What follows belongs to an exercise in optimizing a design on an open flow for small area, a short achievable clock period and few clock cycles per item; a production flow would make more cautious choices. Where RTL was checked, it was by simulation tests only, not by an equivalence proof against the original. No functional check of the RTL was part of runs 3 to 5. Power is estimated from default activity; no workload was simulated.

File: flow/design.v
module lcsa_encoder (
    input  wire        clk,
    input  wire        rst,           
    input  wire        start,
    input  wire [31:0] len,           
    input  wire [31:0] spb,           
    input  wire [31:0] bits,          
    output wire        busy,
    output wire        s_valid,
    input  wire        s_ready,
    output wire [12:0] s_index,
    output wire [9:0]  s_trits,       
    output wire [63:0] s_time,
    output wire        s_last,
    output wire        done,
    output wire        done_err,
    output wire [2:0]  done_code,
    output wire [3:0]  done_cause,
    output wire [13:0] done_n,
    output wire [7:0]  done_half
);
    localparam [1:0] PH_INIT  = 2'd0,    
                     PH_DIV   = 2'd1,    
                     PH_PRIME = 2'd2,    
                     PH_RUN   = 2'd3;    
    reg         busy_r, done_r, sv_r, last_r;
    reg         err_r;
    reg         cap_r;               
    reg         sec_r;               
    reg  [13:0] e_r;                 
    reg         tb_r, tnb_r, tf_r, tfnb_r, tman_r, tami_r;    
    reg         th_r, tm_r;          
    reg  [3:0]  tl_r;                
    reg  [51:0] tfrac_r;
    reg  [8:0]  s_r;                 
    reg         s_one;               
    reg  [31:0] bsh;                 
    reg  [8:0]  j_r;                 
    reg  [4:0]  lrem;                
    reg         pol_r;               
    reg  [1:0]  ph;
    reg  [4:0]  dcnt;
    reg  [53:0] aq;
    reg         c_r;
    reg  [7:0]  ar;
    reg  [53:0] dq;
    reg  [7:0]  dr;
    reg  [4:0]  xa;                  
    wire accept = start && !busy_r;
    wire len_le0 = len[31] || (len == 32'd0);
    wire spb_le0 = spb[31] || (spb == 32'd0);
    wire len_big = (len[30:6] != 25'd0) || (len[5] && (len[4:0] != 5'd0));
    wire spb_big = (spb[30:9] != 22'd0) || (spb[8] && (spb[7:0] != 8'd0));
    wire chk_err = len_le0 || spb_le0 || len_big || spb_big;
    wire chk_cap = !len_le0 && !spb_le0;
    wire chk_sec = chk_cap ? !len_big : !len_le0;
    wire [8:0] s_div = {s_r[8:2], s_r[1] | s_one, s_r[0] & !s_one};
    wire [8:0] sm1   = s_r - 9'd1;                
    reg [7:0] r_init;                             
    reg [3:0] p_len;
    integer k;
    always @(*) begin
        r_init = 8'd1;
        p_len  = 4'd0;
        for (k = 0; k < 8; k = k + 1)
            if (sm1[k]) begin
                r_init = 8'd1 << k;
                p_len  = k[3:0] + 4'd1;
            end
    end
    wire [9:0]  ds1  = {1'b0, s_div};
    wire [9:0]  ds2  = {s_div, 1'b0};
    wire [9:0]  ds3  = ds1 + ds2;
    wire [9:0]  t4   = {dr, 2'b00};
    wire [10:0] df1  = {1'b0, t4} - {1'b0, ds1};
    wire [10:0] df2  = {1'b0, t4} - {1'b0, ds2};
    wire [10:0] df3  = {1'b0, t4} - {1'b0, ds3};
    wire [1:0]  dqb  = !df3[10] ? 2'd3 : !df2[10] ? 2'd2 : !df1[10] ? 2'd1 : 2'd0;
    wire [7:0]  dr_d = !df3[10] ? df3[7:0] : !df2[10] ? df2[7:0] : !df1[10] ? df1[7:0] : t4[7:0];
    wire        prime = (ph == PH_PRIME);
    function [54:0] add55;
        input [54:0] a;
        input [54:0] b;
        input        cin;
        reg   [54:0] g, p, gg, pp;
        integer l, i, j;
        begin
            g  = a & b;
            p  = a ^ b;
            gg = g;
            pp = p;
            gg[0] = g[0] | (p[0] & cin);
            for (l = 0; l < 6; l = l + 1)
                for (i = 0; i < 55; i = i + 1)
                    if ((i >> l) & 1) begin
                        j = ((i >> l) << l) - 1;
                        gg[i] = gg[i] | (pp[i] & gg[j]);
                        pp[i] = pp[i] & pp[j];
                    end
            add55 = p ^ {gg[53:0], cin};
        end
    endfunction
    wire [54:0] qs    = add55({1'b0, aq}, {1'b0, dq}, c_r);
    wire        xo    = qs[54];
    wire [8:0]  rn0   = {1'b0, ar} + {1'b0, dr};         
    wire [9:0]  rn1   = {1'b0, rn0} - {1'b0, s_r};       
    wire        rc    = !prime && !rn1[9];               
    wire [9:0]  rn0s  = {1'b0, rn0} + {1'b0, s_r};       
    wire        x0    = qs[0] ^ rc;
    wire [7:0]  ar_n  = rc ? rn1[7:0] : rn0[7:0];
    wire [7:0]  ar_h  = rc ? (x0 ? rn0[8:1] : rn1[8:1])
                           : (x0 ? rn0s[8:1] : rn0[8:1]);
    wire [9:0]  dr_h  = dq[0] ? ({1'b0, s_r} + {2'd0, dr}) : {2'd0, dr};
    wire [53:0] mrnd  = {1'b0, aq[53:1]} + {53'd0, aq[0] | c_r};
    wire [4:0]  xo_r  = xa + {4'd0, mrnd[53]};
    wire [8:0]  j_inc  = j_r + 9'd1;
    wire        wrap   = (j_r == sm1);
    wire [8:0]  j_n    = wrap ? 9'd0 : j_inc;
    wire [31:0] bsh_n  = wrap ? {1'b0, bsh[31:1]} : bsh;
    wire [4:0]  lrem_n = wrap ? lrem - 5'd1 : lrem;
    wire        pol_n  = (wrap && bsh[0]) ? !pol_r : pol_r;
    wire        b_n    = wrap ? bsh[1] : bsh[0];
    wire        f_n    = wrap ? (s_r[8:1] != 8'd0) : (j_inc < {1'b0, s_r[8:1]});
    wire        lj_n   = wrap ? (sm1 == 9'd0) : (j_inc == sm1);
    wire        last_n = lj_n && (wrap ? (lrem == 5'd1) : (lrem == 5'd0));
    wire mv    = sv_r && s_ready;
    wire ld    = (ph == PH_RUN) && !last_r && (!sv_r || s_ready);
    wire acc   = ld || prime;
    always @(posedge clk) begin
        if (rst) begin
            busy_r <= 1'b0;
            sv_r   <= 1'b0;
            done_r <= 1'b0;
        end else if (!busy_r) begin
            done_r <= accept && chk_err;
            busy_r <= accept && !chk_err;
            sv_r   <= accept && !chk_err;
        end else begin
            done_r <= mv && last_r;
            busy_r <= !(mv && last_r);
            if (ld)
                sv_r <= 1'b1;
            else if (mv)
                sv_r <= 1'b0;
        end
    end
    always @(posedge clk) begin
        if (accept) begin
            err_r   <= chk_err;
            cap_r   <= chk_cap;
            sec_r   <= chk_sec;
        end
    end
    always @(posedge clk) begin
        if (!busy_r) begin
            e_r     <= 14'd0;
            tb_r    <= bits[0];
            tnb_r   <= !bits[0];
            tf_r    <= (spb[8:1] != 8'd0);
            tfnb_r  <= (spb[8:1] != 8'd0) && !bits[0];
            tman_r  <= !(bits[0] ^ (spb[8:1] != 8'd0));
            tami_r  <= 1'b0;
            last_r  <= (len[5:0] == 6'd1) && (spb[8:0] == 9'd1);
            th_r    <= 1'b0;
            tm_r    <= 1'b0;
            tl_r    <= 4'd0;
            tfrac_r <= 52'd0;
            s_r     <= spb[8:0];
            s_one   <= (spb[8:0] == 9'd1);
            bsh     <= bits;
            j_r     <= 9'd0;
            lrem    <= len[4:0] - 5'd1;
            pol_r   <= 1'b0;
        end else begin
            if (mv)
                e_r <= e_r + 14'd1;
            if (ld) begin
                tb_r    <= b_n;
                tnb_r   <= !b_n;
                tf_r    <= f_n;
                tfnb_r  <= f_n && !b_n;
                tman_r  <= !(b_n ^ f_n);
                tami_r  <= b_n && pol_n;
                last_r  <= last_n;
                th_r    <= xo_r[4];
                tm_r    <= !xo_r[4];
                tl_r    <= xo_r[3:0];
                tfrac_r <= mrnd[51:0];
                bsh     <= bsh_n;
                j_r     <= j_n;
                lrem    <= lrem_n;
                pol_r   <= pol_n;
            end
        end
    end
    always @(posedge clk) begin
        if (!busy_r) begin
            ph   <= PH_INIT;
            aq   <= 54'd0;
            c_r  <= 1'b0;
            ar   <= 8'd0;
        end else begin
            case (ph)
                PH_INIT: begin
                    dr   <= r_init;
                    xa   <= 5'd15 - {1'b0, p_len};
                    dcnt <= 5'd26;
                    ph   <= PH_DIV;
                end
                PH_DIV: begin
                    dq   <= {dq[51:0], dqb};
                    dr   <= dr_d;
                    dcnt <= dcnt - 5'd1;
                    if (dcnt == 5'd0) ph <= PH_PRIME;
                end
                PH_PRIME: ph <= PH_RUN;
                default: ;
            endcase
            if (acc) begin
                if (xo) begin
                    aq  <= qs[54:1];
                    c_r <= qs[0] && rc;
                    ar  <= ar_h;
                    dq  <= {1'b0, dq[53:1]};
                    dr  <= dr_h[8:1];
                    xa  <= xa + 5'd1;
                end else begin
                    aq  <= qs[53:0];
                    c_r <= rc;
                    ar  <= ar_n;
                end
            end
        end
    end
    assign busy       = busy_r;
    assign s_valid    = sv_r;
    assign s_index    = e_r[12:0];
    assign s_trits    = {tami_r, tb_r, tman_r, 1'b1, tfnb_r, tf_r, tnb_r, 1'b1, 1'b0, tb_r};
    assign s_time     = {1'b0, th_r, {6{tm_r}}, tl_r, tfrac_r};
    assign s_last     = last_r;
    assign done       = done_r;
    assign done_err   = err_r;
    assign done_code  = {cap_r, 1'b0, !cap_r};
    assign done_cause = {1'b0, cap_r, sec_r, !sec_r};
    assign done_n     = e_r;
    assign done_half  = s_r[8:1];
endmodule
File: flow/run.sh
#!/bin/bash
# synth_recipe.tcl (not shown) runs the flow's synth.tcl, then flattens the netlist and writes it again
# the make line also repeats each setting of config.mk as NAME=value (left out here)
make -C /OpenROAD-flow-scripts/flow DESIGN_CONFIG=/design/flow/config.mk WORK_HOME=/design/flow/orfs CLKGATE_MAP_FILE= SYNTH_SCRIPT=/design/flow/synth_recipe.tcl finish
File: flow/config.mk
export PLATFORM = sky130hd
export DESIGN_NAME = lcsa_encoder
export DESIGN_NICKNAME = lcsa_encoder
export VERILOG_FILES = /design/flow/design.v
export SDC_FILE = /design/flow/constraint.sdc
export NUM_CORES = 4
export LEC_CHECK = 0
export ABC_CLOCK_PERIOD_IN_PS = 3500
export CAP_MARGIN = 20
export CORE_MARGIN = 2
export CORE_UTILIZATION = 40
export SETUP_SLACK_MARGIN = 5
export SLEW_MARGIN = 20
File: flow/constraint.sdc
create_clock -name core_clock -period 10.0 [get_ports {clk}]
set_input_delay 2.0000 -clock core_clock [delete_from_list [all_inputs] [get_ports {clk}]]
set_output_delay 2.0000 -clock core_clock [all_outputs]
set_load 0.01 [all_outputs]
==> flow_summary.toml, run 1 <==
[clock_network]
cts-htree-levels = 2
clk_pin_slew_ns = 0.06
worstSkewPairLatency_ns = 0.55
postCtsHoldBufs = 0
cts_buffers = 34
clockBufferDepth = 3
clock_sinks = 279
cts_root_buffer = "clkbuf_16"
cts_tree = "yes"

[pwr]
power_switching_share_pct = 23.29
clkPwrFrac_pct = 47.6
power_density_nw_per_um2 = 119.7
power_leakage_uw = 0.008457
peakVddDrop_uv = 100.7
p_int_uw = 2133
comb_power_share_pct = 8.9
p_sw_uw = 647.9
power_frac_seq_pct = 43.5

[floorplan]
die_y_um = 225.0
rows = 80
io_pins = 221
initial_core_util_pct = 40.74
core_sq_um = 47950
dieWidth_um = 225.0
die_area_sq_um = 50610

[routing]
drt-initial-drc-count = 1178
vias_per_cell = 5.590
wirelength_um = 54580
drt_first_pass_iters = 6
routed-via-count = 16687
ant_nets = 0
drc = 0
routedWlPerCell_um = 18.28

[yosys]
synth.area.top_cells = "edfxtp_1 (20%), dfxtp_1 (15%), ha_1 (9.9%)"
synth_warnings = 1
synth_cells = 2210
async_flop_share_pct = 0
synth_area_leader_cell = "edfxtp_1"
dominantRegCellSynth = "dfxtp_1"
synth_edf_count = 128
netlist.area_leader.share_pct = 19.68
synth_cell_type_count = 82
ys_ff_latch = 279
syn_avg_cell_area_sq_um = 8.838
syn_area_sq_um = 19530
yosysSeqAreaShare_pct = 35.15

[timing]
slew_viol_final = 0
skew_ns = 0.01630
finalSetupViolCount = 0
rsz0062_at_grt = "no"
relSlewSlack_pct = 28.21
tightestPinTransition_ns = 1.077
finalCritPeriodShare_pct = 47.09
setup_tns_ns = 0
period_minus_slack_ns = 4.709
max_freq_ghz = 0.2123
finalHoldViolCount = 0

[flow_run]
timing.max_cap.violations = 0

[global_routing]
antenna_found_initial = 0
grt_max_degree = 112
grt_use_total_pct = 21.39
grt_overflow = 0
grt_pass1_wl_um = 87020
first_global_vias = 15962

[final_layout]
n_fill_cell = 4566
drive_above_1_share_pct = 6.498
area_growth_pct = 18.94
final_common_cell = "nand2_1"
fin_nets = 2610
most-common-layout-cells = "nand2_1 (243), clkdlybuf4s50_1 (214), nor2_1 (176)"
utilization_pct = 48.45
fin_cells = 2985
diodes = 0

[setup_path]
r2r_cells = 18
crit_chain = "ha_1 -> fa_1 -> a21o_1 -> a21oi_1 -> xnor2_1 -> ha_1 -> and3_1 -> a21oi_1 -> a31oi_1 -> a21oi_2 -> buf_12 -> inv_2 -> ha_4 -> buf_6 -> nor3b_1 -> o21ai_0 -> o2111ai_1 -> a32o_1"
max_stage_delay_ns = 0.44
cp.depth = 18
crit_slowest_cell = "edfxtp_1"
critPathBufInv = 3
worst-path-max-fanout = 36
crit_path_start_kind = "register"
critPathTopFamily = "compound AO/OA/AOI/OAI gates"
required_ns = 10.43
arrival_ns = 5.14
worstSetupPathType = "reg2reg"
endpoint_kind = "register"

[hold_path]
whs_path_depth = 2
min_path_type = "reg2reg"

[run_status]
status = "timing/DRC/antenna clean"

[place]
gp_congestion = 0.9284
place_hpwl_um = 40060
io_buffers = 214
dp.cells = 2912
-- cell families (layout without fill, tap and decap cells) --
group           after synthesis  in the layout  synth area share (%)
flops                       279            279                 35.15
simple gates                672            672                 15.78
other cells                   2              6               0.03845
xor+xnor                    170            170                 7.661
fa+ha+maj                   166            166                 11.09
buf+inv                     229            385                 5.554
compound gates              588            588                 19.15
mux                         104            104                 5.567
-- power by group through the flow --
stage / clock (uW) / combinational [uW] / sequential [uW]
6_report: 1320 / 249 / 1210
5_1_grt: 1390 / 274 / 1210
4_1_cts: 1350 / 243 / 1210
3_5_place_dp: 0 / 240 / 1240
3_3_place_gp: 0 / 240 / 1240
2_1_floorplan: 0 / 157 / 1230
-- sequential cells by signal (all words and copies together) (netlist names), 2 cells and up --
name / flops
dcnt: 5
ar: 8
j_r: 9
lrem: 5
aq: 54
dq: 54
xa: 5
bsh: 32
ph: 2
tl_r: 4
dr: 8
e_r: 14
s_r: 9
tfrac_r: 52
-- worst reg2reg max path, stage by stage (launching register included) --
cell	delay (ns)
edfxtp_1	0.44
ha_1	0.26
fa_1	0.42
a21o_1	0.19
a21oi_1	0.23
xnor2_1	0.23
ha_1	0.39
and3_1	0.19
a21oi_1	0.22
a31oi_1	0.20
a21oi_2	0.23
buf_12	0.22
inv_2	0.14
ha_4	0.33
buf_6	0.18
nor3b_1	0.14
o21ai_0	0.17
o2111ai_1	0.14
a32o_1	0.28
-- through the flow --
stage | power [uW] | instance area, sq um | hold slack, ns | worst slack, ns
after floorplan | 1387 | 19550 | 0.4315 | 5.519
after global placement | 1476 | 21830 | 0.4546 | 4.556
after detailed placement | 1475 | 21890 | 0.4542 | 4.531
after CTS | 2808 | 23110 | 0.4677 | 5.001
after global routing | 2878 | 23230 | 0.5029 | 5.007
final | 2781 | 23230 | 0.4639 | 5.291
-- cell type report --
cell class | count | area, sq um | area share, %
Inverter | 83 | 312.8 | 1.346
Clock buffer | 51 | 1092 | 4.702
Multi-Input combinational cell | 1706 | 11670 | 50.24
Tap cell | 615 | 769.5 | 3.312
Sequential cell | 279 | 6870 | 29.57
Clock inverter | 11 | 110.1 | 0.4740
Timing Repair Buffer | 240 | 2405 | 10.35
-- synth_stat cells, types with 54 or more instances --
| cell | instances |
|---|---|
| a21oi_1 | 127 |
| nor2_1 | 178 |
| clkbuf_1 | 75 |
| nand2_1 | 243 |
| xor2_1 | 86 |
| inv_1 | 81 |
| buf_4 | 54 |
| edfxtp_1 | 128 |
| xnor2_1 | 83 |
| a211oi_1 | 66 |
| ha_1 | 154 |
| dfxtp_1 | 151 |
| o21ai_0 | 159 |
| mux2i_1 | 67 |
-- path summary, 6_finish.rpt --
check                           startpoint    end  slack (ns)
worst max-delay path                 dr[0]  ar[5]        5.29
worst max register to register       dr[0]  ar[5]        5.29
worst min register to register       ar[0]  ar[0]        0.46
worst min-delay path                 ar[0]  ar[0]        0.46
-- timing repair --
| action | CTS | global route |
|---|---|---|
| buffers inserted | 0 | 11 |
| setup endpoints to repair | 8 | 18 |
| pin swaps | 0 | 1 |
| resized for setup | 3 | 8 |
-- layer usage --
layer	up-vias	track usage, %	wire, um
met2	417	34.97	25490
met4	0	6.473	1410
met1	7957	29.10	24740
li1	8221	-	-
met5	-	0	0
met3	92	3.338	2940
Testbench counts, summed over its fixed seeds: cycles 59,046, samples 57,598.
==> run 2, diff against run 1 <==
==> flow/flow/run.sh (new file) <==
#!/bin/bash
set -o pipefail
export SETUP_SLACK_MARGIN=6
bash standard.sh > standard.log 2>&1
==> flow/standard.sh (new file) <==
#!/bin/bash
# synth_recipe.tcl (not shown) runs the flow's synth.tcl, then flattens the netlist and writes it again
# the make line also repeats each setting of config.mk as NAME=value (left out here)
make -C /OpenROAD-flow-scripts/flow DESIGN_CONFIG=/design/flow/config.mk WORK_HOME=/design/flow/orfs CLKGATE_MAP_FILE= SYNTH_SCRIPT=/design/flow/synth_recipe.tcl "${@:-finish}"
--- a/flow/config.mk
+++ b/flow/config.mk
@@ -6,8 +6,7 @@
 export NUM_CORES = 4
 export LEC_CHECK = 0
-export ABC_CLOCK_PERIOD_IN_PS = 3500
+export ABC_CLOCK_PERIOD_IN_PS = 3000
 export CAP_MARGIN = 20
 export CORE_MARGIN = 2
 export CORE_UTILIZATION = 40
-export SETUP_SLACK_MARGIN = 5
 export SLEW_MARGIN = 20
removed: flow/run.sh
==> flow_summary.toml, run 2 <==
[run_status]
status = "timing/DRC/antenna clean"

[global_routing]
antenna_found_initial = 0
grt_use_total_pct = 22.06
grt_max_degree = 85
grt_pass1_wl_um = 89730
grt_overflow = 0
first_global_vias = 16430

[timing]
finalHoldViolCount = 0
finalCritPeriodShare_pct = 39.38
final.setup.worst_slack_ns = 6.062
max_freq_ghz = 0.2539
tightestPinTransition_ns = 1.018
period_minus_slack_ns = 3.938
hold_ws_ns = 0.4575
rsz0062_at_grt = "yes"
slew_viol_final = 0
setup_tns_ns = 0
relSlewSlack_pct = 32.12
finalSetupViolCount = 0
skew_ns = 0.02235

[yosys]
yosysMostFrequentCell = "nand2_1"
synth.area.top_cells = "edfxtp_1 (20%), dfxtp_1 (15%), ha_1 (9.9%)"
synth_area_leader_cell = "edfxtp_1"
ys_top_cells_by_count = "nand2_1 (243), nor2_1 (178), o21ai_0 (159)"
async_flop_share_pct = 0
dominantRegCellSynth = "dfxtp_1"
ys_ff_latch = 279
syn_avg_cell_area_sq_um = 8.838
synth_cell_type_count = 82
yosysSeqAreaShare_pct = 35.15
synth_warnings = 1
synth_cells = 2210
netlist.area_leader.share_pct = 19.68
syn_area_sq_um = 19530
synth_edf_count = 128

[clock_network]
cts_buffers = 35
clk_pin_slew_ns = 0.06
clockBufferDepth = 3
postCtsHoldBufs = 0
cts_root_buffer = "clkbuf_16"
cts-htree-levels = 2
cts_tree = "yes"
worstSkewPairLatency_ns = 0.55
clock_sinks = 279

[final_layout]
area_growth_pct = 22.96
diodes = 0
seq_area_sq_um = 6870
n_fill_cell = 4434
multi_input_comb_area_sq_um = 12060
most-common-layout-cells = "nand2_1 (241), clkdlybuf4s50_1 (214), nor2_1 (171)"
reg_top3 = "aq: 54 flops, dq: 54 flops, tfrac_r: 52 flops"
drive_above_1_share_pct = 10.65
final_common_cell = "nand2_1"
fin_nets = 2663
fin_cells = 3037

[routing]
drc = 0
wirelength_um = 56640
drt-initial-drc-count = 1082
ant_nets = 0
drt_first_pass_iters = 8
vias_per_cell = 5.586
routed-via-count = 16965
routedWlPerCell_um = 18.65

[floorplan]
initial_core_util_pct = 40.74
die_area_sq_um = 50610
die_y_um = 225.0
io_pins = 221
dieWidth_um = 225.0
core_sq_um = 47950
rows = 80

[setup_path]
arrival_ns = 4.35
worst-path-max-fanout = 9
crit_path_start_kind = "register"
required_ns = 10.41
endpoint_kind = "register"
worstSetupPathType = "reg2reg"

[pwr]
power_density_nw_per_um2 = 114.7
total_power_uw = 2756
power_leakage_uw = 0.008760
peakVddDrop_uv = 106.5

[flow_run]
timing.max_cap.violations = 0

[place]
place_ws_ns = 4.646
gp_congestion = 0.9103
io_buffers = 214
place_hpwl_um = 39600
dp.cells = 2911

[hold_path]
min_path_type = "reg2reg"
==> run 2: changes by cell type in the layout (fill, tap and decap cells not counted), sizes merged <==
cell      delta
inv          -5
clkinv       +4
buf         +49
a21oi        +2
bufinv       -1
clkinvlp     +2
a21o         +1
==> run 2: timing repair <==
item | 4_1_cts | 5_1_grt
gates cloned | 3 | 0
resized for setup | 44 | 59
pin swaps | 8 | 35
buffers inserted | 26 | 35
setup endpoints to repair | 179 | 134
==> run 2: kinds of logic (layout without fill, tap and decap cells) <==
| logic type | count (synthesis) | after routing | share of synthesized area [%] |
|---|---|---|---|
| multiplexers | 104 | 104 | 5.567 |
| other | 2 | 6 | 0.03845 |
| AO/OA/AOI/OAI | 588 | 591 | 19.15 |
| buffers and inverters | 229 | 434 | 5.554 |
| flip-flops | 279 | 279 | 35.15 |
| AND/OR/NAND/NOR | 672 | 672 | 15.78 |
| adder cells (fa/ha/maj) | 166 | 166 | 11.09 |
| XOR/XNOR | 170 | 170 | 7.661 |
==> run 2: path summary, 6_finish.rpt <==
| path | from | to | slack, ns | cells after the start |
|---|---|---|---|---|
| setup / recovery | dr[1] | ar[7] | 6.06 | 18 |
| hold / removal | tl_r[1] | tl_r[1] | 0.46 | 2 |
| setup reg to reg | dr[1] | ar[7] | 6.06 | 18 |
| hold reg to reg | tl_r[1] | tl_r[1] | 0.46 | 2 |
==> run 2: cell type report <==
class                      count  area share, %
inverter                      83          1.381
clock buffer                  51          4.439
clock inverter                11         0.3178
multi-input combinational   1709          50.20
tap                          615          3.204
timing repair buffer         289          11.85
sequential                   279          28.61
==> run 2: power breakdown <==
part	switching (uW)	internal (uW)	total (uW)
Combinational	139	147	287
Clock	495	765	1260
Sequential	8.56	1200	1210
==> run 2: routing by layer <==
layer / routed length [um] / share of wire, % / GRT usage, %
met1: 25660 / 45 / 29.93
met3: 3047 / 5.4 / 3.559
met4: 1189 / 2.1 / 6.024
met5: 0 / 0 / 0
met2: 26740 / 47 / 36.37
==> run 2: critical path, cell delays in order, from the launching register on <==
cell and delay (ns):
edfxtp_1 0.46, buf_6 0.16, fa_2 0.36, a21o_1 0.19
a21oi_2 0.19, xnor2_2 0.18, ha_4 0.28, and3_1 0.16
a21oi_2 0.20, a31oi_4 0.16, a21oi_4 0.27, clkinv_4 0.09
ha_4 0.29, buf_12 0.14, xor2_4 0.20, nand2_1 0.09
o21ai_0 0.08, o31ai_1 0.21, a21oi_1 0.10
==> run 2: through the flow <==
stage	cell area (sq um)	utilization [%]
final	24020	50.09
after global routing	24020	50.09
after CTS	23530	49.08
after detailed placement	21900	45.68
after global placement	21890	45.66
after floorplan	19640	-
==> run 3, diff against run 2 <==
--- a/flow/design.v
+++ b/flow/design.v
@@ -20,8 +20,4 @@
     output wire [7:0]  done_half
 );
-    localparam [1:0] PH_INIT  = 2'd0,    
-                     PH_DIV   = 2'd1,    
-                     PH_PRIME = 2'd2,    
-                     PH_RUN   = 2'd3;    
     reg         busy_r, done_r, sv_r, last_r;
     reg         err_r;
@@ -37,7 +33,9 @@
     reg  [31:0] bsh;                 
     reg  [8:0]  j_r;                 
+    reg         lj_r;                
     reg  [4:0]  lrem;                
     reg         pol_r;               
-    reg  [1:0]  ph;
+    reg         run_r;               
+    reg         prm_r;               
     reg  [4:0]  dcnt;
     reg  [53:0] aq;
@@ -47,5 +45,5 @@
     reg  [7:0]  dr;
     reg  [4:0]  xa;                  
-    wire accept = start && !busy_r;
+    wire accept  = start && !busy_r;
     wire len_le0 = len[31] || (len == 32'd0);
     wire spb_le0 = spb[31] || (spb == 32'd0);
@@ -58,5 +56,5 @@
     wire [8:0] sm1   = s_r - 9'd1;                
     reg [7:0] r_init;                             
-    reg [3:0] p_len;
+    reg [3:0] p_len;                              
     integer k;
     always @(*) begin
@@ -69,14 +67,15 @@
             end
     end
-    wire [9:0]  ds1  = {1'b0, s_div};
-    wire [9:0]  ds2  = {s_div, 1'b0};
-    wire [9:0]  ds3  = ds1 + ds2;
-    wire [9:0]  t4   = {dr, 2'b00};
-    wire [10:0] df1  = {1'b0, t4} - {1'b0, ds1};
-    wire [10:0] df2  = {1'b0, t4} - {1'b0, ds2};
-    wire [10:0] df3  = {1'b0, t4} - {1'b0, ds3};
-    wire [1:0]  dqb  = !df3[10] ? 2'd3 : !df2[10] ? 2'd2 : !df1[10] ? 2'd1 : 2'd0;
-    wire [7:0]  dr_d = !df3[10] ? df3[7:0] : !df2[10] ? df2[7:0] : !df1[10] ? df1[7:0] : t4[7:0];
-    wire        prime = (ph == PH_PRIME);
+    function [8:0] dstep;                         
+        input [7:0] r;
+        input [8:0] s;
+        reg   [9:0] d;
+        begin
+            d     = {1'b0, r, 1'b0} - {1'b0, s};
+            dstep = d[9] ? {1'b0, r[6:0], 1'b0} : {1'b1, d[7:0]};
+        end
+    endfunction
+    wire [8:0] st1 = dstep(dr, s_div);
+    wire [8:0] st2 = dstep(st1[7:0], s_div);
     function [54:0] add55;
         input [54:0] a;
@@ -105,5 +104,5 @@
     wire [8:0]  rn0   = {1'b0, ar} + {1'b0, dr};         
     wire [9:0]  rn1   = {1'b0, rn0} - {1'b0, s_r};       
-    wire        rc    = !prime && !rn1[9];               
+    wire        rc    = !rn1[9];                         
     wire [9:0]  rn0s  = {1'b0, rn0} + {1'b0, s_r};       
     wire        x0    = qs[0] ^ rc;
@@ -113,7 +112,7 @@
     wire [9:0]  dr_h  = dq[0] ? ({1'b0, s_r} + {2'd0, dr}) : {2'd0, dr};
     wire [53:0] mrnd  = {1'b0, aq[53:1]} + {53'd0, aq[0] | c_r};
-    wire [4:0]  xo_r  = xa + {4'd0, mrnd[53]};
+    wire [4:0]  xa_o  = xa + {4'd0, mrnd[53]};
+    wire        wrap   = lj_r;
     wire [8:0]  j_inc  = j_r + 9'd1;
-    wire        wrap   = (j_r == sm1);
     wire [8:0]  j_n    = wrap ? 9'd0 : j_inc;
     wire [31:0] bsh_n  = wrap ? {1'b0, bsh[31:1]} : bsh;
@@ -121,10 +120,10 @@
     wire        pol_n  = (wrap && bsh[0]) ? !pol_r : pol_r;
     wire        b_n    = wrap ? bsh[1] : bsh[0];
-    wire        f_n    = wrap ? (s_r[8:1] != 8'd0) : (j_inc < {1'b0, s_r[8:1]});
-    wire        lj_n   = wrap ? (sm1 == 9'd0) : (j_inc == sm1);
+    wire        f_n    = wrap ? (s_r[8:1] != 8'd0) : (tf_r && (j_inc[7:0] != s_r[8:1]));
+    wire        lj_n   = wrap ? s_one : (j_inc == sm1);
     wire        last_n = lj_n && (wrap ? (lrem == 5'd1) : (lrem == 5'd0));
     wire mv    = sv_r && s_ready;
-    wire ld    = (ph == PH_RUN) && !last_r && (!sv_r || s_ready);
-    wire acc   = ld || prime;
+    wire ld    = run_r && !last_r && (!sv_r || s_ready);
+    wire acc   = ld || prm_r;
     always @(posedge clk) begin
         if (rst) begin
@@ -147,7 +146,7 @@
     always @(posedge clk) begin
         if (accept) begin
-            err_r   <= chk_err;
-            cap_r   <= chk_cap;
-            sec_r   <= chk_sec;
+            err_r <= chk_err;
+            cap_r <= chk_cap;
+            sec_r <= chk_sec;
         end
     end
@@ -170,4 +169,5 @@
             bsh     <= bits;
             j_r     <= 9'd0;
+            lj_r    <= (spb[8:0] == 9'd1);
             lrem    <= len[4:0] - 5'd1;
             pol_r   <= 1'b0;
@@ -183,10 +183,11 @@
                 tami_r  <= b_n && pol_n;
                 last_r  <= last_n;
-                th_r    <= xo_r[4];
-                tm_r    <= !xo_r[4];
-                tl_r    <= xo_r[3:0];
+                th_r    <= xa_o[4];
+                tm_r    <= !xa_o[4];
+                tl_r    <= xa_o[3:0];
                 tfrac_r <= mrnd[51:0];
                 bsh     <= bsh_n;
                 j_r     <= j_n;
+                lj_r    <= lj_n;
                 lrem    <= lrem_n;
                 pol_r   <= pol_n;
@@ -196,25 +197,26 @@
     always @(posedge clk) begin
         if (!busy_r) begin
-            ph   <= PH_INIT;
-            aq   <= 54'd0;
-            c_r  <= 1'b0;
-            ar   <= 8'd0;
+            run_r <= 1'b0;
+            prm_r <= 1'b0;
+            dcnt  <= 5'd28;
+            aq    <= 54'd0;
+            c_r   <= 1'b0;
+            ar    <= 8'd0;
         end else begin
-            case (ph)
-                PH_INIT: begin
-                    dr   <= r_init;
-                    xa   <= 5'd15 - {1'b0, p_len};
-                    dcnt <= 5'd26;
-                    ph   <= PH_DIV;
+            prm_r <= 1'b0;
+            if (!run_r && !prm_r) begin
+                dcnt <= dcnt - 5'd1;
+                if (dcnt == 5'd28) begin
+                    dr <= r_init;
+                    xa <= 5'd15 - {1'b0, p_len};
+                end else begin
+                    dq <= {dq[51:0], st1[8], st2[8]};
+                    dr <= st2[7:0];
                 end
-                PH_DIV: begin
-                    dq   <= {dq[51:0], dqb};
-                    dr   <= dr_d;
-                    dcnt <= dcnt - 5'd1;
-                    if (dcnt == 5'd0) ph <= PH_PRIME;
-                end
-                PH_PRIME: ph <= PH_RUN;
-                default: ;
-            endcase
+                if (dcnt == 5'd1)
+                    prm_r <= 1'b1;
+            end
+            if (prm_r)
+                run_r <= 1'b1;
             if (acc) begin
                 if (xo) begin
==> flow_summary.toml, run 3 <==
[run_status]
status = "timing/DRC/antenna clean"

[yosys]
yosysMostFrequentCell = "nand2_1"
syn_area_sq_um = 18860
ys_ff_latch = 280
synth_warnings = 1
synth_edf_count = 124
async_flop_share_pct = 0
dominantRegCellSynth = "dfxtp_1"
synth_cell_type_count = 83
synth_cells = 2205
synth.area.top_cells = "edfxtp_1 (20%), dfxtp_1 (17%), ha_1 (8.0%)"
yosysSeqAreaShare_pct = 36.30
netlist.area_leader.share_pct = 19.74
synth_area_leader_cell = "edfxtp_1"
ys_top_cells_by_count = "nand2_1 (279), nor2_1 (243), a21oi_1 (160)"
syn_avg_cell_area_sq_um = 8.554

[timing]
final.setup.worst_slack_ns = 5.856
max_freq_ghz = 0.2413
setup_tns_ns = 0
finalHoldViolCount = 0
period_minus_slack_ns = 4.144
slew_viol_final = 0
finalCritPeriodShare_pct = 41.44
finalSetupViolCount = 0
rsz0062_at_grt = "yes"
relSlewSlack_pct = 28.22
tightestPinTransition_ns = 1.075
skew_ns = 0.01911

[floorplan]
initial_core_util_pct = 40.51
rows = 79
core_sq_um = 46560
dieWidth_um = 221.2
die_area_sq_um = 48910
io_pins = 221
die_y_um = 221.2

[routing]
vias_per_cell = 5.663
routedWlPerCell_um = 18.64
routed-via-count = 17063
drt_first_pass_iters = 5
drc = 0
wirelength_um = 56160
drt-initial-drc-count = 1280
ant_nets = 0

[pwr]
power_density_nw_per_um2 = 116.2
power_switching_share_pct = 22.97
total_power_uw = 2711
p_sw_uw = 622.8
p_int_uw = 2088
clkPwrFrac_pct = 46.7
peakVddDrop_uv = 82.95
power_frac_seq_pct = 44.6
comb_power_share_pct = 8.7
power_leakage_uw = 0.008665

[global_routing]
antenna_found_initial = 0
grt_use_total_pct = 21.75
first_global_vias = 16266
grt_overflow = 0
grt_pass1_wl_um = 86990
grt_max_degree = 74

[clock_network]
clk_pin_slew_ns = 0.06
cts_tree = "yes"
cts_root_buffer = "clkbuf_16"
cts_buffers = 34
worstSkewPairLatency_ns = 0.54
clock_sinks = 280
cts-htree-levels = 2
clockBufferDepth = 3

[flow_run]
timing.max_cap.violations = 0

[place]
io_buffers = 214
place_ws_ns = 4.322
gp_congestion = 0.8911
detailed_place.area_sq_um = 21190
place_hpwl_um = 37640

[setup_path]
worstSetupPathType = "reg2reg"
worst-path-max-fanout = 13
arrival_ns = 4.53
required_ns = 10.39
r2r-start = "dr[0]"
crit_start = "dr[0]"
endpoint_kind = "register"
crit_path_start_kind = "register"

[final_layout]
n_fill_cell = 4397
most-common-layout-cells = "nand2_1 (276), nor2_1 (236), clkdlybuf4s50_1 (214)"
stdcell_area_sq_um = 23340
final_common_cell = "nand2_1"
drive_above_1_share_pct = 10.81
reg_top3 = "aq: 54 flops, dq: 54 flops, tfrac_r: 52 flops"
area_growth_pct = 23.75
fin_nets = 2613

[hold_path]
min_path_type = "reg2reg"
hold_start = "tl_r[0]"
[run 3: cell count changes in the layout (fill, tap and decap cells not counted), moves of 9 or more]
cell and delta:
xnor2_1 +12, o21a_1 -14, nor2_1 +65, a22o_1 +9
mux2i_1 -54, ha_1 -34, o21ai_1 -19, a21oi_1 +33
inv_1 -17, a31oi_1 +22, o21ai_0 -48, nand2_1 +35
[run 3: power groups by stage]
stage / clock network [uW] / logic, uW / registers, uW
floorplan: 0 / 119 / 1230
global placement: 0 / 187 / 1240
detailed placement: 0 / 190 / 1240
CTS: 1300 / 214 / 1210
global route: 1340 / 253 / 1210
finish: 1270 / 235 / 1210
[run 3: worst max-delay path: stages (launching register included)]
cell      delay, ns
edfxtp_1       0.44
ha_4           0.20
fa_2           0.39
a21o_1         0.20
a21oi_2        0.14
o21bai_1       0.11
a21oi_2        0.20
xnor2_2        0.13
ha_4           0.19
or3_4          0.33
o31ai_4        0.27
o21a_4         0.21
clkinv_8       0.06
ha_4           0.31
inv_8          0.07
and3_1         0.16
o21ai_1        0.12
o21ai_1        0.07
a211oi_1       0.21
a211o_1        0.14
a21oi_2        0.05
[run 3: metal layers]
metal | GRT usage [%] | part of all wire, %
met5 | 0 | 0
met4 | 6.495 | 2.6
met3 | 4.528 | 6.9
met2 | 35.94 | 46
met1 | 28.58 | 45
[run 3: path summary, 6_finish.rpt]
| check | end | slack, ns | depth (start not counted) |
|---|---|---|---|
| max | ar[1] | 5.86 | 20 |
| min | tl_r[0] | 0.47 | 2 |
| max reg2reg | ar[1] | 5.86 | 20 |
| min reg2reg | tl_r[0] | 0.47 | 2 |
[run 3: repair_timing]
action | in CTS | in global routing
setup buffers | 35 | 21
endpoints found under the hold margin | 0 | 0
resized for setup | 49 | 54
gates cloned | 3 | 4
pin swaps | 18 | 35
setup endpoints to repair | 115 | 81
hold buffers | 0 | 0
[run 3: final cells by class]
class | instances | area, sq um | area share (%)
well taps | 607 | 759.5 | 3.254
clock buffers | 49 | 984.7 | 4.219
clock inverters | 12 | 136.4 | 0.5843
multi-input cells | 1711 | 11460 | 49.10
repair inverters | 1 | 8.758 | 0.03752
flip-flops and latches | 280 | 6850 | 29.35
diodes | 1 | 2.502 | 0.01072
repair buffers | 289 | 2872 | 12.30
inverters | 63 | 266.5 | 1.142
[run 3: kinds of logic (layout without fill, tap and decap cells)]
logic type / Yosys count / after routing / share of synthesized area (%)
muxes: 53 / 53 / 3.071
and+or+nand+nor: 776 / 776 / 18.50
DFF: 280 / 280 / 36.30
xor gates and xnor gates: 174 / 174 / 8.080
AOI/OAI and AO/OA: 567 / 569 / 19.22
other: 2 / 7 / 0.03982
buffers and inverters: 220 / 414 / 5.486
adders and majority gates: 133 / 133 / 9.300
[run 3: per-stage QoR]
step                      instances  utilization, %  hold WS (ns)
after global routing           3012           50.13        0.4970
after floorplan                2209               -        0.4406
after detailed placement       2888           45.52        0.4510
after CTS                      2987           49.11        0.4626
after global placement         2888           45.50        0.4474
final                          3013           50.14        0.4692
==> run 4, diff against run 3 <==
--- a/flow/design.v
+++ b/flow/design.v
@@ -102,8 +102,13 @@
     wire [54:0] qs    = add55({1'b0, aq}, {1'b0, dq}, c_r);
     wire        xo    = qs[54];
+    wire [9:0]  nsx   = ~{1'b0, s_r};
+    wire [9:0]  cs1s  = {2'b0, ar} ^ {2'b0, dr} ^ nsx;
+    wire [9:0]  cs1c  = ({2'b0, ar} & {2'b0, dr}) | (({2'b0, ar} | {2'b0, dr}) & nsx);
+    wire [9:0]  cs2s  = {2'b0, ar} ^ {2'b0, dr} ^ {1'b0, s_r};
+    wire [9:0]  cs2c  = ({2'b0, ar} & {2'b0, dr}) | (({2'b0, ar} | {2'b0, dr}) & {1'b0, s_r});
     wire [8:0]  rn0   = {1'b0, ar} + {1'b0, dr};         
-    wire [9:0]  rn1   = {1'b0, rn0} - {1'b0, s_r};       
+    wire [9:0]  rn1   = cs1s + {cs1c[8:0], 1'b1};        
     wire        rc    = !rn1[9];                         
-    wire [9:0]  rn0s  = {1'b0, rn0} + {1'b0, s_r};       
+    wire [9:0]  rn0s  = cs2s + {cs2c[8:0], 1'b0};        
     wire        x0    = qs[0] ^ rc;
     wire [7:0]  ar_n  = rc ? rn1[7:0] : rn0[7:0];
==> flow/flow/run.sh (replaced) <==
#!/bin/bash
set -o pipefail
export SETUP_SLACK_MARGIN=6.5
bash standard.sh > standard.log 2>&1
==> flow_summary.toml, run 4 <==
[place]
dp.cells = 2895
io_buffers = 214
gp_congestion = 0.8882
place_ws_ns = 4.879
place_hpwl_um = 37210

[setup_path]
endpoint_kind = "register"
worstSetupPathType = "reg2reg"
arrival_ns = 4.31
crit_path_start_kind = "register"
crit_start = "s_one"
r2r-start = "s_one"
required_ns = 10.26
rrSetupSlack_ns = 5.95
worst-path-max-fanout = 8

[yosys]
yosysMostFrequentCell = "nor2_1"
synthMuxAreaShare_pct = 3.921
synth_edf_count = 124
synth_fa_ha_area_share_pct = 11.18
synth_top_family_by_area = "compound AO/OA/AOI/OAI gates"
synth_warnings = 1
synthXorXnorAreaFrac_pct = 7.561
ys_ff_latch = 280
syn_avg_cell_area_sq_um = 8.715
synth_cells = 2193
synth-simple-area-share_pct = 17.72
synth_compound_area_share_pct = 18.00
dominantRegCellSynth = "dfxtp_1"
syn_area_sq_um = 19110
yosysSeqAreaShare_pct = 35.82
ys_top_cells_by_count = "nor2_1 (256), nand2_1 (247), dfxtp_1 (156)"
synth.area.top_cells = "edfxtp_1 (19%), dfxtp_1 (16%), ha_1 (8.2%)"
netlist.area_leader.share_pct = 19.48
async_flop_share_pct = 0
synth_area_leader_cell = "edfxtp_1"
synth_cell_type_count = 76

[timing]
hold_ws_ns = 0.4857
finalCritPeriodShare_pct = 40.50
period_minus_slack_ns = 4.050
tightestPinTransition_ns = 0.9060
skew_ns = 0.02922
finalSetupViolCount = 0
finalHoldViolCount = 0
slew_viol_final = 0
relSlewSlack_pct = 39.60
final.setup.worst_slack_ns = 5.950
max_freq_ghz = 0.2469
setup_tns_ns = 0
rsz0062_at_grt = "yes"

[clock_network]
cts_tree = "yes"
cts_buffers = 34
clk_pin_slew_ns = 0.06
cts-htree-levels = 2
clock_sinks = 280
worstSkewPairLatency_ns = 0.53
clockBufferDepth = 3
postCtsHoldBufs = 0
cts_root_buffer = "clkbuf_16"

[routing]
wirelength_um = 64480
drt_first_pass_iters = 8
routedWlPerCell_um = 20.81
routed-via-count = 17879
wl_met2_um = 29700
drt-initial-drc-count = 1463
drc = 0
ant_nets = 0
vias_per_cell = 5.769
top_layer_used = "met4"
met1_length_um = 26680
dr_wl_met3_um = 4954

[global_routing]
first_global_vias = 17133
grt_use_total_pct = 24.49
grt_max_degree = 72
grt_overflow = 0
grt_pass1_wl_um = 95740
antenna_found_initial = 2

[final_layout]
reg_top3 = "aq: 54 flops, dq: 54 flops, tfrac_r: 52 flops"
most-common-layout-cells = "nand2_1 (224), nor2_1 (192), clkdlybuf4s50_1 (164)"
final_common_cell = "nand2_1"
drive_above_1_share_pct = 20.90
utilization_pct = 55.01
n_fill_cell = 4087
area_growth_pct = 36.57
fin_nets = 2714
fin_cells = 3099

[pwr]
power_density_nw_per_um2 = 103.0
power_leakage_uw = 0.01007
power_frac_seq_pct = 44.9
peakVddDrop_uv = 85.79
p_int_uw = 2077
power_switching_share_pct = 22.77
clkPwrFrac_pct = 46.1
comb_power_share_pct = 9.0
p_sw_uw = 612.3

[floorplan]
io_pins = 221
rows = 80
die_y_um = 222.6
core_sq_um = 47450
die_area_sq_um = 49540
initial_core_util_pct = 40.28
dieWidth_um = 222.6

[hold_path]
min_path_type = "reg2reg"
hold_start = "c_r"

[run_status]
status = "timing/DRC/antenna clean"

[flow_run]
timing.max_cap.violations = 0
## run 4: final cells by class
cell class	count	area, sq um	share of cell area, %
timing repair buffer	362	4089	15.67
clock buffer	49	1001	3.835
antenna	1	2.502	0.009587
sequential	280	6875	26.34
tap	615	769.5	2.948
multi-input combinational	1697	12920	49.48
clock inverter	10	98.84	0.3787
inverter	85	349.1	1.337
## run 4: through the flow
step | instance area, sq um | power (uW)
global route | 26100 | 2773
global placement | 21560 | 1439
finish | 26100 | 2689
detailed placement | 21570 | 1442
CTS | 24480 | 2693
floorplan | 19290 | 1365
## run 4: repair_timing
item / in CTS / in global routing
resized for setup: 191 / 296
buffers inserted: 69 / 39
gates cloned: 31 / 5
setup endpoints to repair: 262 / 162
pin swaps: 39 / 100
## run 4: final timing paths
| path | to | cells past startpoint |
|---|---|---|
| worst max-delay path | dr[1] | 19 |
| worst min-delay path | c_r | 2 |
| worst max register to register | dr[1] | 19 |
| worst min register to register | c_r | 2 |
## run 4: kinds of logic (layout without fill, tap and decap cells)
group,count (synthesis),in the layout
buffers and inverters,233,506
adder cells (fa/ha/maj),154,154
flip-flops,280,280
AND/OR/NAND/NOR,753,766
XOR/XNOR,165,165
multiplexers,70,70
other,2,7
AO/OA/AOI/OAI,536,536
## run 4: worst max-delay path: stages (launching register included)
cell,delay [ns]
edfxtp_1,0.51
nor2_4,0.17
ha_4,0.21
a21o_1,0.18
a21oi_2,0.16
o21ba_4,0.15
o21ai_2,0.06
o41ai_2,0.22
buf_4,0.19
buf_6,0.12
mux2_4,0.32
ha_4,0.22
a21o_1,0.16
a21o_1,0.17
a21oi_2,0.19
o21ai_4,0.14
and2_1,0.18
mux2i_1,0.14
o211ai_1,0.10
a21boi_2,0.19
## run 4: metal layers
layer / up-vias / GRT usage (%)
met1: 8532 / 31.26
met3: 206 / 5.157
met2: 737 / 40.45
met5: - / 0
li1: 8404 / -
met4: 0 / 9.764
## run 4: power by group through the flow
| stage | clock (uW) | combinational, uW | sequential [uW] |
|---|---|---|---|
| after floorplan | 0 | 133 | 1230 |
| after global placement | 0 | 204 | 1240 |
| after detailed placement | 0 | 207 | 1240 |
| after CTS | 1260 | 229 | 1210 |
| after global routing | 1300 | 261 | 1210 |
| final | 1240 | 241 | 1210 |
==> run 5, diff against run 4 <==
==> flow/flow/run.sh (replaced) <==
#!/bin/bash
set -o pipefail
export SETUP_SLACK_MARGIN=6
bash standard.sh > standard.log 2>&1
==> flow_summary.toml, run 5 <==
[clock_network]
cts-htree-levels = 2
worstSkewPairLatency_ns = 0.54
cts_buffers = 35
cts_root_buffer = "clkbuf_16"
clk_pin_slew_ns = 0.05
clock_sinks = 280
cts_tree = "yes"
clockBufferDepth = 3

[final_layout]
multi_input_comb_area_sq_um = 11670
drive_above_1_share_pct = 11.61
n_fill_cell = 4463
area_growth_pct = 24.59
final_common_cell = "nor2_1"
reg_top3 = "aq: 54 flops, dq: 54 flops, tfrac_r: 52 flops"
fin_nets = 2658
seq_area_sq_um = 6850
diodes = 0
stdcell_area_sq_um = 23810
most-common-layout-cells = "nor2_1 (247), nand2_1 (242), clkdlybuf4s50_1 (214)"

[floorplan]
rows = 80
initial_core_util_pct = 40.28
die_y_um = 222.6
die_area_sq_um = 49540
core_sq_um = 47450
io_pins = 221
dieWidth_um = 222.6

[setup_path]
rrSetupSlack_ns = 5.84
required_ns = 10.26
critPathBufInv = 3
endpoint_kind = "register"
worstSetupPathType = "reg2reg"
arrival_ns = 4.42
crit_slowest_cell = "edfxtp_1"
critPathTopFamily = "compound AO/OA/AOI/OAI gates"
crit_start = "s_one"
worst-path-max-fanout = 7
crit_chain = "nor2_4 -> ha_4 -> a21o_1 -> a21oi_2 -> o21ba_4 -> o21ai_4 -> o41ai_2 -> buf_4 -> buf_4 -> mux2i_2 -> ha_1 -> a21o_1 -> a21oi_4 -> o21ai_4 -> buf_4 -> mux2i_1 -> mux2i_1 -> o211ai_1 -> a21boi_0"
crit_path_start_kind = "register"
reg2reg_to = "dr[1]"
max_stage_delay_ns = 0.50
r2r-start = "s_one"
critPathMostFrequentCell = "buf_4"
r2r_cells = 19

[routing]
drt-initial-drc-count = 1161
ant_nets = 0
drc = 0
routed-via-count = 16853
vias_per_cell = 5.536
wirelength_um = 56330
drt_first_pass_iters = 6
routedWlPerCell_um = 18.51

[timing]
rsz0062_at_grt = "yes"
tightestPinTransition_ns = 0.9732
skew_ns = 0.02145
setup_tns_ns = 0
relSlewSlack_pct = 35.12
finalSetupViolCount = 0
finalCritPeriodShare_pct = 41.61
slew_viol_final = 0
period_minus_slack_ns = 4.161
finalHoldViolCount = 0
max_freq_ghz = 0.2403

[run_status]
status = "timing/DRC/antenna clean"

[global_routing]
grt_overflow = 0
antenna_found_initial = 0
grt_pass1_wl_um = 87550
first_global_vias = 16021
grt_max_degree = 83
grt_use_total_pct = 21.98

[yosys]
yosysMostFrequentCell = "nor2_1"
syn_avg_cell_area_sq_um = 8.715
async_flop_share_pct = 0
synth_cells = 2193
synthXorXnorAreaFrac_pct = 7.561
dominantRegCellSynth = "dfxtp_1"
synth_area_leader_cell = "edfxtp_1"
synth-simple-area-share_pct = 17.72
syn_area_sq_um = 19110
synth_warnings = 1
synthMuxAreaShare_pct = 3.921
synth.area.top_cells = "edfxtp_1 (19%), dfxtp_1 (16%), ha_1 (8.2%)"
yosysSeqAreaShare_pct = 35.82
synth_fa_ha_area_share_pct = 11.18
ys_ff_latch = 280
synth_top_family_by_area = "compound AO/OA/AOI/OAI gates"
synth_compound_area_share_pct = 18.00
synth_edf_count = 124
ys_top_cells_by_count = "nor2_1 (256), nand2_1 (247), dfxtp_1 (156)"
netlist.area_leader.share_pct = 19.48
synth_cell_type_count = 76

[place]
gp_congestion = 0.8960
detailed_place.area_sq_um = 21480
place_hpwl_um = 37510
io_buffers = 214

[pwr]
peakVddDrop_uv = 80.03
power_leakage_uw = 0.008896
power_density_nw_per_um2 = 112.7

[hold_path]
worstHoldEndpoint = "c_r"
whs_path_depth = 2
hold_start = "c_r"
min_path_type = "reg2reg"

[flow_run]
timing.max_cap.violations = 0
==> run 5: power breakdown <==
part | switching, uW | leakage [uW] | internal, uW | total [uW]
sequential | 7.77 | 0.00228 | 1200 | 1210
clock | 503 | 0.000518 | 722 | 1230
combinational | 113 | 0.00610 | 136 | 249
==> run 5: cell families (layout without fill, tap and decap cells) <==
family,after synthesis,in the layout
adder cells (fa/ha/maj),154,154
XOR/XNOR,165,165
AO/OA/AOI/OAI,536,536
flip-flops,280,280
buffers and inverters,233,460
AND/OR/NAND/NOR,753,758
other,2,6
multiplexers,70,70
==> run 5: per-stage QoR <==
step,hold slack [ns],utilization (%),setup slack (ns),power (uW),instances
after floorplan,0.4569,-,5.923,1361,2197
after global placement,0.4728,45.27,4.729,1435,2894
after global routing,0.5043,50.19,5.698,2780,3044
final,0.4880,50.19,5.839,2684,3044
after detailed placement,0.4744,45.27,4.703,1438,2894
after CTS,0.4818,48.91,5.924,2694,2998
==> run 5: tightest hold or removal path, cell delays in order, from the launching register on <==
cell	delay (ns)
dfxtp_1	0.33
nand2_1	0.06
o21ai_1	0.05
==> run 5: worst max-delay path by stage <==
stage	endpoint	slack (ns)	cells past startpoint
finish	dr[1]	5.84	19
global route	dr[1]	5.70	19
CTS	dr[1]	5.92	19
detailed placement	xa[3]	4.70	7
global placement	xa[3]	4.73	7
floorplan	dr[3]	5.92	17
==> run 5: repair_timing <==
action | CTS | global route
setup buffers | 34 | 44
pin swaps | 23 | 20
gates resized for setup | 50 | 51
endpoints found under the setup margin | 140 | 56
hold buffers | 0 | 0
cloned | 8 | 2
==> run 5: routing by layer <==
metal,vias to the layer above,track usage [%],share of wire (%)
li1,8248,-,-
met4,0,7.101,2.9
met2,555,36.04,46
met1,7950,29.04,44
met3,100,4.417,6.8
met5,-,0,0
==> run 5: layout make-up <==
| type | count | share of cell area [%] |
|---|---|---|
| clock buffers | 48 | 4.009 |
| flip-flops and latches | 280 | 28.77 |
| clock inverters | 14 | 0.5675 |
| well taps | 615 | 3.232 |
| inverters | 85 | 1.445 |
| multi-input cells | 1689 | 48.99 |
| repair buffers | 313 | 12.98 |
==> run 6, diff against run 5 <==
--- a/flow/design.v
+++ b/flow/design.v
@@ -111,8 +111,6 @@
     wire        rc    = !rn1[9];                         
     wire [9:0]  rn0s  = cs2s + {cs2c[8:0], 1'b0};        
-    wire        x0    = qs[0] ^ rc;
     wire [7:0]  ar_n  = rc ? rn1[7:0] : rn0[7:0];
-    wire [7:0]  ar_h  = rc ? (x0 ? rn0[8:1] : rn1[8:1])
-                           : (x0 ? rn0s[8:1] : rn0[8:1]);
+    wire [7:0]  ar_h  = !qs[0] ? rn0[8:1] : rc ? rn1[8:1] : rn0s[8:1];
     wire [9:0]  dr_h  = dq[0] ? ({1'b0, s_r} + {2'd0, dr}) : {2'd0, dr};
     wire [53:0] mrnd  = {1'b0, aq[53:1]} + {53'd0, aq[0] | c_r};
--- a/flow/config.mk
+++ b/flow/config.mk
@@ -9,4 +9,4 @@
 export CAP_MARGIN = 20
 export CORE_MARGIN = 2
-export CORE_UTILIZATION = 40
+export CORE_UTILIZATION = 60
 export SLEW_MARGIN = 20
==> flow_summary.toml, run 6 <==
[final_layout]
fin_nets = 2669
utilization_pct = 76.29
final_common_cell = "nand2_1"
reg_top3 = "aq: 54 flops, dq: 54 flops, tfrac_r: 52 flops"
n_fill_cell = 2231
area_growth_pct = 25.69
most-common-layout-cells = "nand2_1 (262), nor2_1 (229), clkdlybuf4s50_1 (214)"
drive_above_1_share_pct = 13.40
fin_cells = 2843
diodes = 0

[timing]
rsz0062_at_grt = "yes"
finalSetupViolCount = 0
finalHoldViolCount = 0
setup_tns_ns = 0
period_minus_slack_ns = 4.282
tightestPinTransition_ns = 1.055
skew_ns = 0.01581
slew_viol_final = 0
max_freq_ghz = 0.2336
relSlewSlack_pct = 29.64
finalCritPeriodShare_pct = 42.82

[floorplan]
core_sq_um = 31390
rows = 65
dieWidth_um = 182.2
initial_core_util_pct = 60.69
die_y_um = 182.2
io_pins = 221
die_area_sq_um = 33200

[yosys]
synth_cell_type_count = 79
ys_ff_latch = 280
synth.area.top_cells = "edfxtp_1 (20%), dfxtp_1 (16%), ha_1 (8.2%)"
dominantRegCellSynth = "dfxtp_1"
syn_area_sq_um = 19050
yosysMostFrequentCell = "nand2_1"
ys_top_cells_by_count = "nand2_1 (269), nor2_1 (239), dfxtp_1 (156)"
synth_area_leader_cell = "edfxtp_1"
synth_edf_count = 124
yosysSeqAreaShare_pct = 35.93
synth_cells = 2194
synth_warnings = 1
netlist.area_leader.share_pct = 19.54
syn_avg_cell_area_sq_um = 8.684
async_flop_share_pct = 0

[setup_path]
critPathMostFrequentCell = "buf_6"
crit_chain = "clkinvlp_4 -> ha_1 -> o21a_1 -> o21a_1 -> o31ai_4 -> a21oi_2 -> buf_6 -> mux2_4 -> ha_4 -> a21oi_4 -> o21bai_1 -> a21oi_2 -> buf_6 -> o21ai_4 -> buf_6 -> mux2i_2 -> o21ai_1 -> a21boi_2"
endpoint_kind = "register"
worstSetupPathType = "reg2reg"
max_stage_delay_ns = 0.53
crit_path_start_kind = "register"
worst-path-max-fanout = 6
crit_slowest_cell = "edfxtp_1"
arrival_ns = 4.61
required_ns = 10.33

[clock_network]
cts_buffers = 31
cts-htree-levels = 1
cts_root_buffer = "clkbuf_16"
clock_sinks = 280
worstSkewPairLatency_ns = 0.59
postCtsHoldBufs = 0
clk_pin_slew_ns = 0.07
clockBufferDepth = 3
cts_tree = "yes"

[routing]
vias_per_cell = 6.171
routed-via-count = 17543
drt_first_pass_iters = 6
ant_nets = 0
routedWlPerCell_um = 19.66
drc = 0
drt-initial-drc-count = 1582
wirelength_um = 55880

[place]
io_buffers = 214
gp_congestion = 0.8792
dp.cells = 2673
place_hpwl_um = 34790

[hold_path]
min_path_type = "reg2reg"

[pwr]
power_leakage_uw = 0.009005
total_power_uw = 2613
peakVddDrop_uv = 131.0
power_density_nw_per_um2 = 109.1

[global_routing]
grt_pass1_wl_um = 84930
grt_use_total_pct = 31.44
grt_max_degree = 103
grt_overflow = 0
first_global_vias = 16620
antenna_found_initial = 0

[flow_run]
timing.max_cap.violations = 0

[run_status]
status = "timing/DRC/antenna clean"
-- run 6: critical path: cells and delay by family, from the launching register on --
kind,cells,cell delay (ns)
buffers and inverters,4,0.67
adders and majority gates,2,0.70
DFF,1,0.53
muxes,2,0.58
AOI/OAI and AO/OA,10,1.56
-- run 6: layout make-up --
cell class / instances / area [sq um] / share of cell area (%)
multi-input combinational: 1681 / 11790 / 49.24
sequential: 280 / 6850 / 28.60
timing repair buffer: 335 / 3446 / 14.39
clock buffer: 46 / 914.6 / 3.819
tap: 402 / 503.0 / 2.100
inverter: 87 / 342.8 / 1.432
clock inverter: 12 / 100.1 / 0.4180
-- run 6: power breakdown --
| group | switching [uW] | total (uW) | leakage (uW) | internal (uW) |
|---|---|---|---|---|
| Clock | 477 | 1140 | 0.000502 | 659 |
| Combinational | 125 | 267 | 0.00623 | 142 |
| Sequential | 9.37 | 1210 | 0.00227 | 1200 |
| Total | 611 | 2610 | 0.00900 | 2000 |
-- run 6: kinds of logic after synthesis --
family / share of synthesized area (%)
buf+inv: 5.877
other cells: 0.03942
fa+ha+maj: 11.15
compound gates: 18.23
xor+xnor: 7.355
flops: 35.93
mux: 3.303
simple gates: 18.11
-- run 6: worst paths after layout --
kind / start / endpoint / slack, ns / depth (start not counted)
max: s_r[3] / dr[5] / 5.72 / 18
max reg2reg: s_r[3] / dr[5] / 5.72 / 18
min: tl_r[0] / tl_r[0] / 0.49 / 2
min reg2reg: tl_r[0] / tl_r[0] / 0.49 / 2
-- run 6: timing repair --
item	4_1_cts	5_1_grt
setup endpoints to repair	128	127
setup buffers	59	37
cloned	9	7
endpoints found under the hold margin	0	0
gates resized for setup	67	97
pin swaps	26	60
-- run 6: routing by layer --
| metal | up-vias | GRT usage, % | routed length (um) | share of wire, % |
|---|---|---|---|---|
| met2 | 821 | 54.38 | 26560 | 48 |
| met4 | 0 | 11.61 | 2383 | 4.3 |
| li1 | 8249 | - | - | - |
| met3 | 178 | 4.430 | 4604 | 8.2 |
| met1 | 8295 | 40.15 | 22330 | 40 |
| met5 | - | 0 | 0 | 0 |
-- run 6: metrics by stage --
stage | instance area, sq um | hold WS (ns) | setup WS [ns]
finish | 23950 | 0.4936 | 5.718
global route | 23950 | 0.5132 | 5.665
CTS | 23100 | 0.4949 | 5.927
detailed placement | 21100 | 0.4835 | 5.009
global placement | 21100 | 0.4461 | 5.094
floorplan | 19090 | 0.4615 | 6.003
Testbench counts of run 6, summed over its fixed seeds: cycles 59,046, samples 57,598.
==> run 7, diff against run 6 <==
--- a/flow/config.mk
+++ b/flow/config.mk
@@ -6,5 +6,5 @@
 export NUM_CORES = 4
 export LEC_CHECK = 0
-export ABC_CLOCK_PERIOD_IN_PS = 3000
+export ABC_CLOCK_PERIOD_IN_PS = 4500
 export CAP_MARGIN = 20
 export CORE_MARGIN = 2
==> flow_summary.toml, run 7 <==
[run_status]
status = "timing/DRC/antenna clean"

[final_layout]
utilization_pct = 76.29
fin_nets = 2669
drive_above_1_share_pct = 13.40
final_common_cell = "nand2_1"
most-common-layout-cells = "nand2_1 (262), nor2_1 (229), clkdlybuf4s50_1 (214)"
area_growth_pct = 25.69
reg_top3 = "aq: 54 flops, dq: 54 flops, tfrac_r: 52 flops"
diodes = 0

[yosys]
synth_area_leader_cell = "edfxtp_1"
synth_warnings = 1
synth_cell_type_count = 79
syn_avg_cell_area_sq_um = 8.684
synth_edf_count = 124
synth.area.top_cells = "edfxtp_1 (20%), dfxtp_1 (16%), ha_1 (8.2%)"
ys_top_cells_by_count = "nand2_1 (269), nor2_1 (239), dfxtp_1 (156)"
dominantRegCellSynth = "dfxtp_1"
netlist.area_leader.share_pct = 19.54
synth_cells = 2194
ys_ff_latch = 280
syn_area_sq_um = 19050
yosysMostFrequentCell = "nand2_1"
async_flop_share_pct = 0
yosysSeqAreaShare_pct = 35.93

[pwr]
power_frac_seq_pct = 46.3
clkPwrFrac_pct = 43.5
power_switching_share_pct = 23.39
peakVddDrop_uv = 131.0
p_sw_uw = 611.4
comb_power_share_pct = 10.2
power_leakage_uw = 0.009005
power_density_nw_per_um2 = 109.1
p_int_uw = 2002

[setup_path]
max_stage_delay_ns = 0.53
crit_start = "s_r[3]"
cp.depth = 18
arrival_ns = 4.61
r2r-start = "s_r[3]"
worstSetupPathType = "reg2reg"
endpoint_kind = "register"
critPathBufInv = 4
critPathMostFrequentCell = "buf_6"
worst-path-max-fanout = 6
endpoint = "dr[5]"
crit_slowest_cell = "edfxtp_1"
r2r_cells = 18
crit_path_start_kind = "register"
reg2reg_to = "dr[5]"
crit_chain = "clkinvlp_4 -> ha_1 -> o21a_1 -> o21a_1 -> o31ai_4 -> a21oi_2 -> buf_6 -> mux2_4 -> ha_4 -> a21oi_4 -> o21bai_1 -> a21oi_2 -> buf_6 -> o21ai_4 -> buf_6 -> mux2i_2 -> o21ai_1 -> a21boi_2"
required_ns = 10.33
critPathTopFamily = "compound AO/OA/AOI/OAI gates"
rrSetupSlack_ns = 5.72

[place]
io_buffers = 214
gp_congestion = 0.8792
place_ws_ns = 5.009
place_hpwl_um = 34790

[routing]
drt-initial-drc-count = 1582
vias_per_cell = 6.171
met1_length_um = 22330
routed-via-count = 17543
wirelength_um = 55880
drt_first_pass_iters = 6
top_layer_used = "met4"
wl_met2_um = 26560
drc = 0
dr_wl_met3_um = 4604
ant_nets = 0
routedWlPerCell_um = 19.66

[global_routing]
grt_overflow = 0
grt_pass1_wl_um = 84930
grt_max_degree = 103
first_global_vias = 16620
grt_use_total_pct = 31.44
antenna_found_initial = 0

[clock_network]
postCtsHoldBufs = 0
clock_sinks = 280
worstSkewPairLatency_ns = 0.59
cts_root_buffer = "clkbuf_16"
cts_buffers = 31
cts_tree = "yes"
clk_pin_slew_ns = 0.07
cts-htree-levels = 1
clockBufferDepth = 3

[timing]
final.setup.worst_slack_ns = 5.718
finalCritPeriodShare_pct = 42.82
setup_tns_ns = 0
max_freq_ghz = 0.2336
finalSetupViolCount = 0
period_minus_slack_ns = 4.282
skew_ns = 0.01581
slew_viol_final = 0
relSlewSlack_pct = 29.64
finalHoldViolCount = 0
tightestPinTransition_ns = 1.055
rsz0062_at_grt = "yes"

[floorplan]
core_sq_um = 31390
rows = 65
initial_core_util_pct = 60.69
dieWidth_um = 182.2
die_area_sq_um = 33200
die_y_um = 182.2
io_pins = 221

[flow_run]
timing.max_cap.violations = 0

[hold_path]
min_path_type = "reg2reg"
-- run 7: metal layers --
layer  global-route usage (%)  up-vias
li1                         -     8249
met1                    40.15     8295
met2                    54.38      821
met3                    4.430      178
met4                    11.61        0
met5                        0        -
-- run 7: worst min-delay path by stage --
stage                     slack (ns)         from           to  depth (start not counted)
after floorplan                 0.46          c_r          c_r                          2
after global placement          0.45      tl_r[0]      tl_r[0]                          2
after detailed placement        0.48      tl_r[0]      tl_r[0]                          2
after CTS                       0.49      tl_r[0]      tl_r[0]                          2
after global routing            0.51  tfrac_r[13]  tfrac_r[13]                          2
final                           0.49      tl_r[0]      tl_r[0]                          2
-- run 7: final cells by class --
class                      count  area [sq um]
clock inverter                12         100.1
sequential                   280          6850
inverter                      87         342.8
timing repair buffer         335          3446
fill                        2231          7445
clock buffer                  46         914.6
multi-input combinational   1681         11790
tap                          402         503.0
-- run 7: timing repair --
| action | in CTS | in global routing |
|---|---|---|
| endpoints found under the setup margin | 128 | 127 |
| pin swaps | 26 | 60 |
| resized for setup | 67 | 97 |
| setup buffers | 59 | 37 |
| cloned | 9 | 7 |
-- run 7: cell families after synthesis --
group	synth area share [%]
compound gates	18.23
xor+xnor	7.355
fa+ha+maj	11.15
buf+inv	5.877
flops	35.93
mux	3.303
other cells	0.03942
simple gates	18.11
-- run 7: metrics by stage --
stage	cell area, sq um	hold WS, ns	total power [uW]	instances
2_1_floorplan	19090	0.4615	1356	2198
3_3_place_gp	21100	0.4461	1427	2673
3_5_place_dp	21100	0.4835	1433	2673
4_1_cts	23100	0.4949	2583	2799
5_1_grt	23950	0.5132	2686	2843
6_report	23950	0.4936	2613	2843
-- run 7: worst register-to-register path, stage by stage (launching register included) --
cell and delay (ns):
edfxtp_1 0.53, clkinvlp_4 0.22, ha_1 0.41, o21a_1 0.18, o21a_1 0.22, o31ai_4 0.21
a21oi_2 0.10, buf_6 0.16, mux2_4 0.33, ha_4 0.29, a21oi_4 0.06, o21bai_1 0.20
a21oi_2 0.10, buf_6 0.13, o21ai_4 0.23, buf_6 0.16, mux2i_2 0.25, o21ai_1 0.08
a21boi_2 0.18
-- run 7: power groups by stage --
| stage | sequential [uW] | clock (uW) | combinational (uW) |
|---|---|---|---|
| global placement | 1240 | 0 | 191 |
| global route | 1210 | 1190 | 284 |
| CTS | 1210 | 1150 | 226 |
| floorplan | 1230 | 0 | 125 |
| detailed placement | 1240 | 0 | 197 |
| finish | 1210 | 1140 | 267 |

what the ideal ports hide:
In the flow no input, the clock included, has a driving cell. The finished layouts below were timed again as built, in two steps.
Step 1 (the two cells are an assumption about what drives the block):
set clk [get_ports {clk}]
set_driving_cell -lib_cell sky130_fd_sc_hd__clkbuf_16 $clk
set_driving_cell -lib_cell sky130_fd_sc_hd__buf_2 [delete_from_list [all_inputs] $clk]
Step 2 adds t to the input delays and takes it off the output delays; t is the mean of the earliest and latest rising clock arrival at the registers after step 1. Input paths then give back, and output paths get back, about the clock's delay inside the block.
Slacks: ideal ports / drivers / drivers and shift; pairs: ideal ports / drivers.
run | t (ns) | setup WS [ns] | hold WS [ns] | clock arrival spread, ns
run 1 | 0.599 | 5.291 / 5.291 / 5.152 | 0.464 / 0.464 / 0.464 | 0.016 / 0.016
run 2 | 0.591 | 6.062 / 6.039 / 5.565 | 0.457 / 0.457 / 0.457 | 0.022 / 0.023
run 3 | 0.591 | 5.856 / 5.856 / 5.431 | 0.469 / 0.469 / 0.469 | 0.020 / 0.020
run 4 | 0.581 | 5.950 / 5.950 / 5.790 | 0.486 / 0.486 / 0.486 | 0.029 / 0.030
run 5 | 0.589 | 5.839 / 5.839 / 5.532 | 0.488 / 0.488 / 0.488 | 0.022 / 0.021
run 6 | 0.631 | 5.718 / 5.718 / 5.597 | 0.494 / 0.494 / 0.494 | 0.016 / 0.016
run 7 | 0.631 | 5.718 / 5.718 / 5.597 | 0.494 / 0.494 / 0.494 | 0.016 / 0.016
After both steps setup and hold are still met in every run listed. For run 2, which loses most, drivers alone change the setup slack by -0.023 ns; drivers and shift together by -0.497 ns.
